This design comes from an exercise in tuning for small area, a short achievable clock period and few clock cycles per item on the open sky130 flow, not from production work.
RTL that was checked went through simulation tests only; none was proved equivalent to the original.
No activity file was given, so power comes from the tool's default toggle rates.

==> run a <==
==> flow/design.v (excerpt) <==
module crc_frame_engine (
    input  wire        clk,
    input  wire        rst,         
    input  wire        req_valid,
    output wire        req_ready,
    input  wire        req_write,
    input  wire [6:0]  req_addr,    
    input  wire [1:0]  req_size,    
    input  wire [31:0] req_wdata,
    output reg         rsp_valid,
    output reg         rsp_err,     
    output wire [31:0] rsp_rdata
);
clock: 6.0 ns
lec_check: 0
abc_clock_period_in_ps: 3000
cap_margin: 20
core_margin: 2
core_utilization: 40
setup_slack_margin: 2.5
slew_margin: 20
run.sh (not shown) runs the stock make flow with config.mk's settings and CLKGATE_MAP_FILE= SYNTH_SCRIPT=/design/flow/synth_recipe.tcl, a recipe that flattens the netlist after the stock synthesis.
==> run b (differences from run a) <==
--- a/flow/config.mk
+++ b/flow/config.mk
@@ -7,3 +7,2 @@
 export LEC_CHECK = 0
-export ABC_CLOCK_PERIOD_IN_PS = 3000
 export CAP_MARGIN = 20
@@ -11,3 +10,2 @@
 export CORE_UTILIZATION = 40
-export SETUP_SLACK_MARGIN = 2.5
 export SLEW_MARGIN = 20
==> metrics.md <==
| Metric | Value |
|---|---|
| Signal buffers share of area | `14.3%` |
| Top Family by Delay on Critical Path | `buffers and inverters` |
| Slowest CP cell | `edfxtp_1` |
| WL final | `52700 µm` |
| Layout cells sized above 1 | `34.1%` |
| Clock power share | `43.2%` |
| Launching point of the worst reg2reg path | `rsel[0]$_DFFE_PP_` |
| Total Power | `4.25 mW` |
| Non-filler cells, final | `1870` |
| Outcome | `finished clean` |
| Fraction of area in multi-input gates | `35.1%` |
| Vias | `11600` |
| Combinational logic power | `0.351 mW` |
| Filler cells | `2805` |
# the run above: run a

==> metrics.md <==
| Metric | Value |
|---|---|
| Vias | `10900` |
| Non-filler cells, final | `1701` |
| Slowest CP cell | `and2_1` |
| Ant. Diodes | `1` |
| IO buf count | `79` |
| Total Power | `4.14 mW` |
| Combinational logic power | `0.260 mW` |
| Final Worst Setup Slack | `0.529 ns` |
| Filler cells | `3054` |
| Fraction of area in multi-input gates | `33.8%` |
| WL final | `50500 µm` |
| ANT nets after route | `0` |
| Clock power share | `43.9%` |
| # DRC | `0` |
| Outcome | `finished clean` |
| Signal buffers share of area | `6.91%` |
| Top Family by Delay on Critical Path | `simple AND/OR/NAND/NOR gates` |
| Layout cells sized above 1 | `9.98%` |
# the run above: run b

Testbench counts of run a, summed over its fixed seeds: cycles 10,991, transactions 10,424.
Testbench counts of run b, summed over its fixed seeds: cycles 10,991, transactions 10,424.

* * *

==> try-xenon <==
==> flow/design.v <==
module crc_frame_engine (
    input  wire        clk,
    input  wire        rst,         
    input  wire        req_valid,
    output wire        req_ready,
    input  wire        req_write,
    input  wire [6:0]  req_addr,    
    input  wire [1:0]  req_size,    
    input  wire [31:0] req_wdata,
    output reg         rsp_valid,
    output reg         rsp_err,     
    output reg  [31:0] rsp_rdata
);
    function [15:0] crc_step;
        input [15:0] c_in;
        input [7:0]  b;
        reg   [15:0] c;
        integer      i;
        begin
            c = c_in ^ {b, 8'h00};
            for (i = 0; i < 8; i = i + 1)
                c = c[15] ? ({c[14:0], 1'b0} ^ 16'h1021) : {c[14:0], 1'b0};
            crc_step = c;
        end
    endfunction
    localparam [2:0] PRES_NONE     = 3'd0,
                     PRES_OK       = 3'd1,
                     PRES_SHORT    = 3'd2,
                     PRES_BADSTART = 3'd3,
                     PRES_CRCERR   = 3'd4;
    localparam [3:0] OP_NOP       = 4'h0,
                     OP_CRC_INIT  = 4'h1,
                     OP_CRC_BYTE  = 4'h2,
                     OP_CRC_RANGE = 4'h3,
                     OP_BUF_CLEAR = 4'h4,
                     OP_BUF_PUSH  = 4'h5,
                     OP_PARSE     = 4'h6;
    localparam [3:0] RS_ZERO   = 4'd0,
                     RS_STATUS = 4'd1,
                     RS_CRC    = 4'd2,
                     RS_COUNT  = 4'd3,
                     RS_BUF0   = 4'd4,    
                     RS_DIST   = 4'd8,
                     RS_MAG    = 4'd9,
                     RS_AMB    = 4'd10,
                     RS_PREC   = 4'd11,
                     RS_FCRC   = 4'd12,
                     RS_CF0    = 4'd13,
                     RS_CF2    = 4'd14;
    function [3:0] walk_sel;
        input       rom;
        input [1:0] word;
        begin
            if (rom)
                walk_sel = (word == 2'd0) ? RS_CF0 : (word == 2'd2) ? RS_CF2 : RS_ZERO;
            else
                walk_sel = {2'b01, word};
        end
    endfunction
    reg [15:0]  crc;
    reg [7:0]   bytes [0:14];   
    reg [3:0]   count;
    reg [15:0]  run_crc;        
    reg         start_ok;       
    reg         p_chk;          
    reg         p_good;         
    reg [2:0]   pres;
    reg         cmd_err;
    reg         ovf;
    reg         smp_v;          
    reg [15:0]  dist_mm;
    reg [15:0]  magnitude;
    reg [7:0]   mag_exp;
    reg [7:0]   ambient;
    reg [15:0]  precision;
    reg         fcrc_v;         
    reg [15:0]  calc_crc;
    reg [15:0]  recv_crc;
    reg         busy;
    reg [3:0]   fidx;           
    reg [1:0]   blo;            
    reg [3:0]   wend;           
    reg         wsrc;           
    reg         ready_q;
    reg         q_valid;
    reg         q_err;          
    reg         q_init, q_byte, q_range, q_clear, q_push, q_parse;
    reg         q_cmdv;         
    reg         q_hlz;          
    reg         q_hz;           
    reg         q_az;           
    reg         q_stat;         
    reg         q_crcw;         
    reg         q_rng;          
    reg [3:0]   q_rsel;         
    reg [15:0]  q_w;            
    reg         q_lz;           
    reg         q_rbad;         
    reg [3:0]   q_rend;         
    assign req_ready = ready_q;
    wire accept = req_valid && ready_q;
    wire bus_ok = (req_size == 2'd2) && (req_addr[1:0] == 2'b00);
    wire in_wr  = accept && bus_ok && req_write;
    wire in_cmd = in_wr && (req_addr[6:2] == 5'h00);
    wire [31:0] w = req_wdata;
    wire [3:0]  in_op = w[3:0];
    wire len_zero = (w[23:16] == 8'd0);
    wire mid_zero = (w[7:5] == 3'd0);
    wire in_lo    = in_cmd && mid_zero && !w[4];
    reg [3:0] rsel_d;
    always @(*) begin
        case (req_addr[6:2])
            5'h01:   rsel_d = RS_STATUS;
            5'h02:   rsel_d = RS_CRC;
            5'h03:   rsel_d = RS_COUNT;
            5'h04:   rsel_d = 4'd4;
            5'h05:   rsel_d = 4'd5;
            5'h06:   rsel_d = 4'd6;
            5'h07:   rsel_d = 4'd7;
            5'h08:   rsel_d = RS_DIST;
            5'h09:   rsel_d = RS_MAG;
            5'h0A:   rsel_d = RS_AMB;
            5'h0B:   rsel_d = RS_PREC;
            5'h0C:   rsel_d = RS_FCRC;
            5'h10:   rsel_d = RS_CF0;
            5'h12:   rsel_d = RS_CF2;
            default: rsel_d = RS_ZERO;
        endcase
    end
    wire [4:0] rsum = {1'b0, w[11:8]} + {1'b0, w[19:16]};
    wire       in_rng = in_cmd && (in_op == OP_CRC_RANGE);
    wire [7:0]  cmd_a   = q_w[15:8];
    wire        cmd_src = q_w[4];
    wire op_init  = q_init  && q_hlz && q_az;
    wire op_byte  = q_byte  && q_hlz;
    wire op_range = q_range && q_hz;
    wire op_clear = q_clear && q_hlz && q_az;
    wire op_push  = q_push  && q_hlz;
    wire op_parse = q_parse && q_hlz && q_az;
    wire op_nop   = q_hlz && q_az && q_w[7:0] == 8'h00;
    wire op_bad   = q_cmdv && !(op_init || op_byte || op_range || op_clear ||
                                op_push || op_parse || op_nop);
    wire [3:0] range_limit = cmd_src ? 4'd10 : count;
    wire       range_ok    = !q_rbad && (q_rend <= range_limit);
    wire       walk_go     = op_range && range_ok && !q_lz;
    wire       walk_done   = busy && (fidx == wend);
    wire count_full = (count == 4'd15);
    wire push_ok    = op_push && !count_full;
    wire [119:0] buf_flat;
    genvar gi;
    generate
        for (gi = 0; gi < 15; gi = gi + 1) begin : g_buf
            assign buf_flat[8*gi +: 8] = (count > gi) ? bytes[gi] : 8'h00;
        end
    endgenerate
    reg [31:0] read_value;
    always @(*) begin
        case (q_rsel)
            RS_STATUS: read_value = {26'd0, ovf, cmd_err, 1'b0, pres};
            RS_CRC:    read_value = {16'd0, crc};
            RS_COUNT:  read_value = {28'd0, count};
            4'd4:      read_value = buf_flat[31:0];
            4'd5:      read_value = buf_flat[63:32];
            4'd6:      read_value = buf_flat[95:64];
            4'd7:      read_value = {8'd0, buf_flat[119:96]};
            RS_DIST:   read_value = smp_v ? {16'd0, dist_mm} : 32'd0;
            RS_MAG:    read_value = smp_v ? {8'd0, mag_exp, magnitude} : 32'd0;
            RS_AMB:    read_value = smp_v ? {24'd0, ambient} : 32'd0;
            RS_PREC:   read_value = smp_v ? {16'd0, precision} : 32'd0;
            RS_FCRC:   read_value = fcrc_v ? {recv_crc, calc_crc} : 32'd0;
            RS_CF0:    read_value = 32'h0000240A;
            RS_CF2:    read_value = 32'h0000720F;
            default:   read_value = 32'd0;
        endcase
    end
    wire [7:0]  walk_byte = rsp_rdata[8*blo +: 8];
    wire [15:0] crc_next  = crc_step(crc, busy ? walk_byte : cmd_a);
    wire [15:0] run_next = crc_step(run_crc, cmd_a);
    wire        run_step = (count >= 4'd2) && (count <= 4'd12);
    wire [3:0] fidx_inc = fidx + 4'd1;
    wire [3:0] a_inc    = cmd_a[3:0] + 4'd1;
    integer k;
    always @(posedge clk) begin
        q_valid <= accept && !rst;
        q_err   <= !bus_ok;
        q_init  <= in_lo && (in_op == OP_CRC_INIT);
        q_byte  <= in_lo && (in_op == OP_CRC_BYTE);
        q_range <= in_cmd && (w[7:5] == 3'd0) && (in_op == OP_CRC_RANGE);
        q_clear <= in_lo && (in_op == OP_BUF_CLEAR);
        q_push  <= in_lo && (in_op == OP_BUF_PUSH);
        q_parse <= in_lo && (in_op == OP_PARSE);
        q_cmdv  <= in_cmd;
        q_hlz   <= (w[31:16] == 16'd0);
        q_hz    <= (w[31:24] == 8'd0);
        q_az    <= (w[15:8] == 8'd0);
        q_stat  <= in_wr && (req_addr[6:2] == 5'h01);
        q_crcw  <= in_wr && (req_addr[6:2] == 5'h02);
        q_rng   <= in_rng;
        q_w     <= w[15:0];
        q_lz    <= len_zero;
        q_rbad  <= (w[15:12] != 4'd0) || (w[23:20] != 4'd0) || rsum[4];
        q_rend  <= rsum[3:0];
        if (busy)
            q_rsel <= walk_sel(wsrc, fidx_inc[3:2]);
        else if (q_valid && q_rng)
            q_rsel <= walk_sel(cmd_src, a_inc[3:2]);
        else
            q_rsel <= req_write ? walk_sel(w[4], w[11:10]) : rsel_d;
        rsp_rdata <= read_value;
        for (k = 0; k < 15; k = k + 1)
            if (push_ok && count == k)
                bytes[k] <= cmd_a;
        if (push_ok && count == 4'd0)
            start_ok <= (cmd_a == 8'h0A);
        if (busy) begin
            fidx <= fidx_inc;
            blo  <= fidx[1:0];
        end else begin
            fidx <= a_inc;
            blo  <= cmd_a[1:0];
            wend <= q_rend;
            wsrc <= cmd_src;
        end
        if (op_parse && p_chk) begin
            calc_crc <= run_crc;
            recv_crc <= {bytes[13], bytes[14]};
            if (p_good) begin
                dist_mm   <= {bytes[5],  bytes[6]};
                magnitude <= {bytes[7],  bytes[8]};
                mag_exp   <= bytes[9];
                ambient   <= bytes[10];
                precision <= {bytes[11], bytes[12]};
            end
        end
        if (rst) begin
            ready_q   <= 1'b1;
            crc       <= 16'hFFFF;
            count     <= 4'd0;
            run_crc   <= 16'hFFFF;
            pres      <= PRES_NONE;
            cmd_err   <= 1'b0;
            ovf       <= 1'b0;
            smp_v     <= 1'b0;
            fcrc_v    <= 1'b0;
            p_chk     <= 1'b0;
            p_good    <= 1'b0;
            busy      <= 1'b0;
            rsp_valid <= 1'b0;
            rsp_err   <= 1'b0;
        end else begin
            ready_q   <= !(accept && in_rng) && !walk_go && !(busy && !walk_done);
            rsp_valid <= (q_valid && !walk_go) || walk_done;
            rsp_err   <= q_err && !busy;
            if (busy) begin
                crc <= crc_next;
                if (walk_done)
                    busy <= 1'b0;
            end
            if (op_bad)
                cmd_err <= 1'b1;
            if (op_init)
                crc <= 16'hFFFF;
            if (op_byte)
                crc <= crc_next;
            if (op_range) begin
                if (!range_ok)
                    cmd_err <= 1'b1;
                else begin
                    crc <= 16'hFFFF;
                    if (!q_lz)
                        busy <= 1'b1;
                end
            end
            if (op_clear) begin
                count   <= 4'd0;
                run_crc <= 16'hFFFF;
                p_chk   <= 1'b0;
                p_good  <= 1'b0;
            end
            if (op_push) begin
                if (count_full)
                    ovf <= 1'b1;
                else begin
                    count <= count + 4'd1;
                    if (run_step)
                        run_crc <= run_next;
                    if (count == 4'd14) begin
                        p_chk  <= start_ok;
                        p_good <= start_ok && (run_crc == {bytes[13], cmd_a});
                    end
                end
            end
            if (op_parse) begin
                if (!count_full)
                    pres <= PRES_SHORT;
                else if (!p_chk)
                    pres <= PRES_BADSTART;
                else begin
                    fcrc_v <= 1'b1;
                    if (p_good) begin
                        pres  <= PRES_OK;
                        smp_v <= 1'b1;
                    end else
                        pres <= PRES_CRCERR;
                end
            end
            if (q_stat) begin  
                if (q_w[4]) cmd_err <= 1'b0;
                if (q_w[5]) ovf     <= 1'b0;
            end
            if (q_crcw)
                crc <= q_w;
        end
    end
endmodule
==> flow/run.sh <==
#!/bin/bash
# synth_recipe.tcl (not shown) runs the flow's synth.tcl, then flattens the netlist and writes it again
# the make line also repeats each setting of config.mk as NAME=value (left out here)
make -C /OpenROAD-flow-scripts/flow DESIGN_CONFIG=/design/flow/config.mk WORK_HOME=/design/flow/orfs CLKGATE_MAP_FILE= SYNTH_SCRIPT=/design/flow/synth_recipe.tcl finish
==> flow/config.mk <==
export PLATFORM = sky130hd
export DESIGN_NAME = crc_frame_engine
export DESIGN_NICKNAME = crc_frame_engine
export VERILOG_FILES = /design/flow/design.v
export SDC_FILE = /design/flow/constraint.sdc
export NUM_CORES = 4
export LEC_CHECK = 0
export ABC_CLOCK_PERIOD_IN_PS = 2500
export CAP_MARGIN = 20
export CORE_MARGIN = 2
export CORE_UTILIZATION = 40
export CTS_CLUSTER_DIAMETER = 100
export CTS_CLUSTER_SIZE = 25
export SETUP_SLACK_MARGIN = 3.8
export SLEW_MARGIN = 20
==> flow/constraint.sdc <==
create_clock -name core_clock -period 6.0 [get_ports {clk}]
set_input_delay 1.2000 -clock core_clock [delete_from_list [all_inputs] [get_ports {clk}]]
set_output_delay 1.2000 -clock core_clock [all_outputs]
set_load 0.01 [all_outputs]
==> inputs of try-violet, as changes to try-xenon <==
--- a/flow/design.v
+++ b/flow/design.v
@@ -62,8 +62,7 @@
     reg [3:0]   count;
     reg [15:0]  run_crc;        
     reg         start_ok;       
-    reg         p_chk;          
-    reg         p_good;         
+    reg         frame_match;    
     reg [2:0]   pres;
     reg         cmd_err;
     reg         ovf;
@@ -81,32 +80,21 @@
     reg [1:0]   blo;            
     reg [3:0]   wend;           
     reg         wsrc;           
-    reg         ready_q;
     reg         q_valid;
     reg         q_err;          
-    reg         q_init, q_byte, q_range, q_clear, q_push, q_parse;
-    reg         q_cmdv;         
-    reg         q_hlz;          
-    reg         q_hz;           
-    reg         q_az;           
+    reg         q_wr;           
+    reg         q_cmd;          
     reg         q_stat;         
     reg         q_crcw;         
     reg         q_rng;          
     reg [3:0]   q_rsel;         
     reg [15:0]  q_w;            
+    reg         q_hz;           
     reg         q_lz;           
     reg         q_rbad;         
     reg [3:0]   q_rend;         
-    assign req_ready = ready_q;
-    wire accept = req_valid && ready_q;
+    wire accept = req_valid && req_ready;
     wire bus_ok = (req_size == 2'd2) && (req_addr[1:0] == 2'b00);
-    wire in_wr  = accept && bus_ok && req_write;
-    wire in_cmd = in_wr && (req_addr[6:2] == 5'h00);
-    wire [31:0] w = req_wdata;
-    wire [3:0]  in_op = w[3:0];
-    wire len_zero = (w[23:16] == 8'd0);
-    wire mid_zero = (w[7:5] == 3'd0);
-    wire in_lo    = in_cmd && mid_zero && !w[4];
     reg [3:0] rsel_d;
     always @(*) begin
         case (req_addr[6:2])
@@ -127,23 +115,53 @@
             default: rsel_d = RS_ZERO;
         endcase
     end
-    wire [4:0] rsum = {1'b0, w[11:8]} + {1'b0, w[19:16]};
-    wire       in_rng = in_cmd && (in_op == OP_CRC_RANGE);
+    wire [4:0] rsum = {1'b0, req_wdata[11:8]} + {1'b0, req_wdata[19:16]};
+    always @(posedge clk) begin
+        q_valid <= accept && !rst;
+        q_err   <= !bus_ok;
+        q_wr    <= bus_ok && req_write;
+        q_cmd   <= (req_addr[6:2] == 5'h00);
+        q_stat  <= (req_addr[6:2] == 5'h01);
+        q_crcw  <= (req_addr[6:2] == 5'h02);
+        q_rng   <= bus_ok && req_write && (req_addr[6:2] == 5'h00) &&
+                   (req_wdata[3:0] == OP_CRC_RANGE);
+        q_rsel  <= req_write ? walk_sel(req_wdata[4], req_wdata[11:10]) : rsel_d;
+        q_w     <= req_wdata[15:0];
+        q_hz    <= (req_wdata[31:24] == 8'd0);
+        q_lz    <= (req_wdata[23:16] == 8'd0);
+        q_rbad  <= (req_wdata[15:12] != 4'd0) || (req_wdata[23:20] != 4'd0) || rsum[4];
+        q_rend  <= rsum[3:0];
+    end
+    assign req_ready = !busy && !(q_valid && q_rng);
+    wire [3:0]  cmd_op  = q_w[3:0];
     wire [7:0]  cmd_a   = q_w[15:8];
     wire        cmd_src = q_w[4];
-    wire op_init  = q_init  && q_hlz && q_az;
-    wire op_byte  = q_byte  && q_hlz;
-    wire op_range = q_range && q_hz;
-    wire op_clear = q_clear && q_hlz && q_az;
-    wire op_push  = q_push  && q_hlz;
-    wire op_parse = q_parse && q_hlz && q_az;
-    wire op_nop   = q_hlz && q_az && q_w[7:0] == 8'h00;
-    wire op_bad   = q_cmdv && !(op_init || op_byte || op_range || op_clear ||
-                                op_push || op_parse || op_nop);
+    wire        mid_zero = (q_w[7:5] == 3'd0);
+    reg cmd_legal;
+    always @(*) begin
+        case (cmd_op)
+            OP_NOP, OP_CRC_INIT, OP_BUF_CLEAR, OP_PARSE:
+                cmd_legal = q_hz && q_lz && (cmd_a == 8'd0) && mid_zero && !cmd_src;
+            OP_CRC_BYTE, OP_BUF_PUSH:
+                cmd_legal = q_hz && q_lz && mid_zero && !cmd_src;
+            OP_CRC_RANGE:
+                cmd_legal = q_hz && mid_zero;
+            default:
+                cmd_legal = 1'b0;
+        endcase
+    end
+    wire do_wr  = q_valid && q_wr;
+    wire do_cmd = do_wr && q_cmd;
+    wire cmd_ok = do_cmd && cmd_legal;
     wire [3:0] range_limit = cmd_src ? 4'd10 : count;
     wire       range_ok    = !q_rbad && (q_rend <= range_limit);
-    wire       walk_go     = op_range && range_ok && !q_lz;
-    wire       walk_done   = busy && (fidx == wend);
+    wire op_init  = cmd_ok && (cmd_op == OP_CRC_INIT);
+    wire op_byte  = cmd_ok && (cmd_op == OP_CRC_BYTE);
+    wire op_range = cmd_ok && (cmd_op == OP_CRC_RANGE);
+    wire op_clear = cmd_ok && (cmd_op == OP_BUF_CLEAR);
+    wire op_push  = cmd_ok && (cmd_op == OP_BUF_PUSH);
+    wire op_parse = cmd_ok && (cmd_op == OP_PARSE);
+    wire walk_go  = op_range && range_ok && !q_lz;
     wire count_full = (count == 4'd15);
     wire push_ok    = op_push && !count_full;
     wire [119:0] buf_flat;
@@ -153,9 +171,10 @@
             assign buf_flat[8*gi +: 8] = (count > gi) ? bytes[gi] : 8'h00;
         end
     endgenerate
+    wire [3:0] msel = busy ? walk_sel(wsrc, fidx[3:2]) : q_rsel;
     reg [31:0] read_value;
     always @(*) begin
-        case (q_rsel)
+        case (msel)
             RS_STATUS: read_value = {26'd0, ovf, cmd_err, 1'b0, pres};
             RS_CRC:    read_value = {16'd0, crc};
             RS_COUNT:  read_value = {28'd0, count};
@@ -177,54 +196,29 @@
     wire [15:0] crc_next  = crc_step(crc, busy ? walk_byte : cmd_a);
     wire [15:0] run_next = crc_step(run_crc, cmd_a);
     wire        run_step = (count >= 4'd2) && (count <= 4'd12);
-    wire [3:0] fidx_inc = fidx + 4'd1;
-    wire [3:0] a_inc    = cmd_a[3:0] + 4'd1;
     integer k;
     always @(posedge clk) begin
-        q_valid <= accept && !rst;
-        q_err   <= !bus_ok;
-        q_init  <= in_lo && (in_op == OP_CRC_INIT);
-        q_byte  <= in_lo && (in_op == OP_CRC_BYTE);
-        q_range <= in_cmd && (w[7:5] == 3'd0) && (in_op == OP_CRC_RANGE);
-        q_clear <= in_lo && (in_op == OP_BUF_CLEAR);
-        q_push  <= in_lo && (in_op == OP_BUF_PUSH);
-        q_parse <= in_lo && (in_op == OP_PARSE);
-        q_cmdv  <= in_cmd;
-        q_hlz   <= (w[31:16] == 16'd0);
-        q_hz    <= (w[31:24] == 8'd0);
-        q_az    <= (w[15:8] == 8'd0);
-        q_stat  <= in_wr && (req_addr[6:2] == 5'h01);
-        q_crcw  <= in_wr && (req_addr[6:2] == 5'h02);
-        q_rng   <= in_rng;
-        q_w     <= w[15:0];
-        q_lz    <= len_zero;
-        q_rbad  <= (w[15:12] != 4'd0) || (w[23:20] != 4'd0) || rsum[4];
-        q_rend  <= rsum[3:0];
-        if (busy)
-            q_rsel <= walk_sel(wsrc, fidx_inc[3:2]);
-        else if (q_valid && q_rng)
-            q_rsel <= walk_sel(cmd_src, a_inc[3:2]);
-        else
-            q_rsel <= req_write ? walk_sel(w[4], w[11:10]) : rsel_d;
         rsp_rdata <= read_value;
         for (k = 0; k < 15; k = k + 1)
             if (push_ok && count == k)
                 bytes[k] <= cmd_a;
         if (push_ok && count == 4'd0)
             start_ok <= (cmd_a == 8'h0A);
+        if (push_ok && count == 4'd14)
+            frame_match <= (run_crc == {bytes[13], cmd_a});
         if (busy) begin
-            fidx <= fidx_inc;
+            fidx <= fidx + 4'd1;
             blo  <= fidx[1:0];
         end else begin
-            fidx <= a_inc;
+            fidx <= cmd_a[3:0] + 4'd1;
             blo  <= cmd_a[1:0];
             wend <= q_rend;
             wsrc <= cmd_src;
         end
-        if (op_parse && p_chk) begin
+        if (op_parse && count_full && start_ok) begin
             calc_crc <= run_crc;
             recv_crc <= {bytes[13], bytes[14]};
-            if (p_good) begin
+            if (frame_match) begin
                 dist_mm   <= {bytes[5],  bytes[6]};
                 magnitude <= {bytes[7],  bytes[8]};
                 mag_exp   <= bytes[9];
@@ -233,7 +227,6 @@
             end
         end
         if (rst) begin
-            ready_q   <= 1'b1;
             crc       <= 16'hFFFF;
             count     <= 4'd0;
             run_crc   <= 16'hFFFF;
@@ -242,21 +235,20 @@
             ovf       <= 1'b0;
             smp_v     <= 1'b0;
             fcrc_v    <= 1'b0;
-            p_chk     <= 1'b0;
-            p_good    <= 1'b0;
             busy      <= 1'b0;
             rsp_valid <= 1'b0;
             rsp_err   <= 1'b0;
         end else begin
-            ready_q   <= !(accept && in_rng) && !walk_go && !(busy && !walk_done);
-            rsp_valid <= (q_valid && !walk_go) || walk_done;
+            rsp_valid <= q_valid && !walk_go;
             rsp_err   <= q_err && !busy;
             if (busy) begin
                 crc <= crc_next;
-                if (walk_done)
-                    busy <= 1'b0;
+                if (fidx == wend) begin
+                    busy      <= 1'b0;
+                    rsp_valid <= 1'b1;
+                end
             end
-            if (op_bad)
+            if (do_cmd && !cmd_legal)
                 cmd_err <= 1'b1;
             if (op_init)
                 crc <= 16'hFFFF;
@@ -274,8 +266,6 @@
             if (op_clear) begin
                 count   <= 4'd0;
                 run_crc <= 16'hFFFF;
-                p_chk   <= 1'b0;
-                p_good  <= 1'b0;
             end
             if (op_push) begin
                 if (count_full)
@@ -284,31 +274,27 @@
                     count <= count + 4'd1;
                     if (run_step)
                         run_crc <= run_next;
-                    if (count == 4'd14) begin
-                        p_chk  <= start_ok;
-                        p_good <= start_ok && (run_crc == {bytes[13], cmd_a});
-                    end
                 end
             end
             if (op_parse) begin
                 if (!count_full)
                     pres <= PRES_SHORT;
-                else if (!p_chk)
+                else if (!start_ok)
                     pres <= PRES_BADSTART;
                 else begin
                     fcrc_v <= 1'b1;
-                    if (p_good) begin
+                    if (frame_match) begin
                         pres  <= PRES_OK;
                         smp_v <= 1'b1;
                     end else
                         pres <= PRES_CRCERR;
                 end
             end
-            if (q_stat) begin  
+            if (do_wr && q_stat) begin  
                 if (q_w[4]) cmd_err <= 1'b0;
                 if (q_w[5]) ovf     <= 1'b0;
             end
-            if (q_crcw)
+            if (do_wr && q_crcw)
                 crc <= q_w;
         end
     end
- ABC_CLOCK_PERIOD_IN_PS: 2500 -> not set
- CTS_CLUSTER_DIAMETER: 100 -> not set
- CTS_CLUSTER_SIZE: 25 -> not set
- SETUP_SLACK_MARGIN: 3.8 -> not set
==> metrics.md <==
| Metric | Value |
|---|---|
| Status | finished clean |
| Clock Power Share | 0.427 |
| DP HPWL | 28.0 mm |
| Non-CTS buffers | approximately 110 |
| Flip-flop and latch count | 341 |
| Lkg Pwr | 5.45 nW |
| R2r startpoint | q_w[10] |
| Clock-pin slew on the worst setup and hold paths | roughly 60 ps |
| Post-layout util | 0.484 |
| Multi-input gate area | 4450 sq um |
# the run above: try-violet

==> metrics.md <==
| Metric | Value |
|---|---|
| Status | finished clean |
| Post-layout util | 0.490 |
| Multi-input gate area | 5390 sq um |
| Flip-flop and latch count | 350 |
| Lkg Pwr | 5.88 nW |
| Clock Power Share | 0.301 |
| R2r startpoint | blo[0] |
# the run above: try-xenon

Testbench counts of try-violet, summed over its fixed seeds: cycles 11,055, transactions 10,424.
No functional check of the RTL was part of try-xenon.

==> what the ideal ports hide <==
No port has a modelled driver above. Below, the same layouts with a new extraction and two added sets of constraints.
Step 1, drivers: a clkbuf_16 drives clk and a buf_2 each remaining input, both assumed.
Step 2 also shifts input and output timing later by t, the mid clock arrival at the registers, as if the neighbouring blocks saw the same clock.
a / b / c = no drivers / after step 1 / after step 2; a / b = the first two.
| run | t, ns | slack for setup (ns) | worst setup path at the end | cell pins on the clock port's net |
|---|---|---|---|---|
| run a | 0.617 | 1.922 / 1.869 / 1.944 | input to register | 1 |
| run b | 0.611 | 0.529 / 0.481 / 1.092 | register to output | 1 |
| try-xenon | 0.552 | 3.534 / 3.549 / 2.997 | input to register | 1 |
| try-violet | 0.565 | 2.204 / 2.204 / 2.204 | register to register | 1 |
After both steps setup and hold are still met in every run listed. The setup slack of try-xenon, which loses most, moves by +0.015 ns with the drivers and by -0.537 ns with both steps.
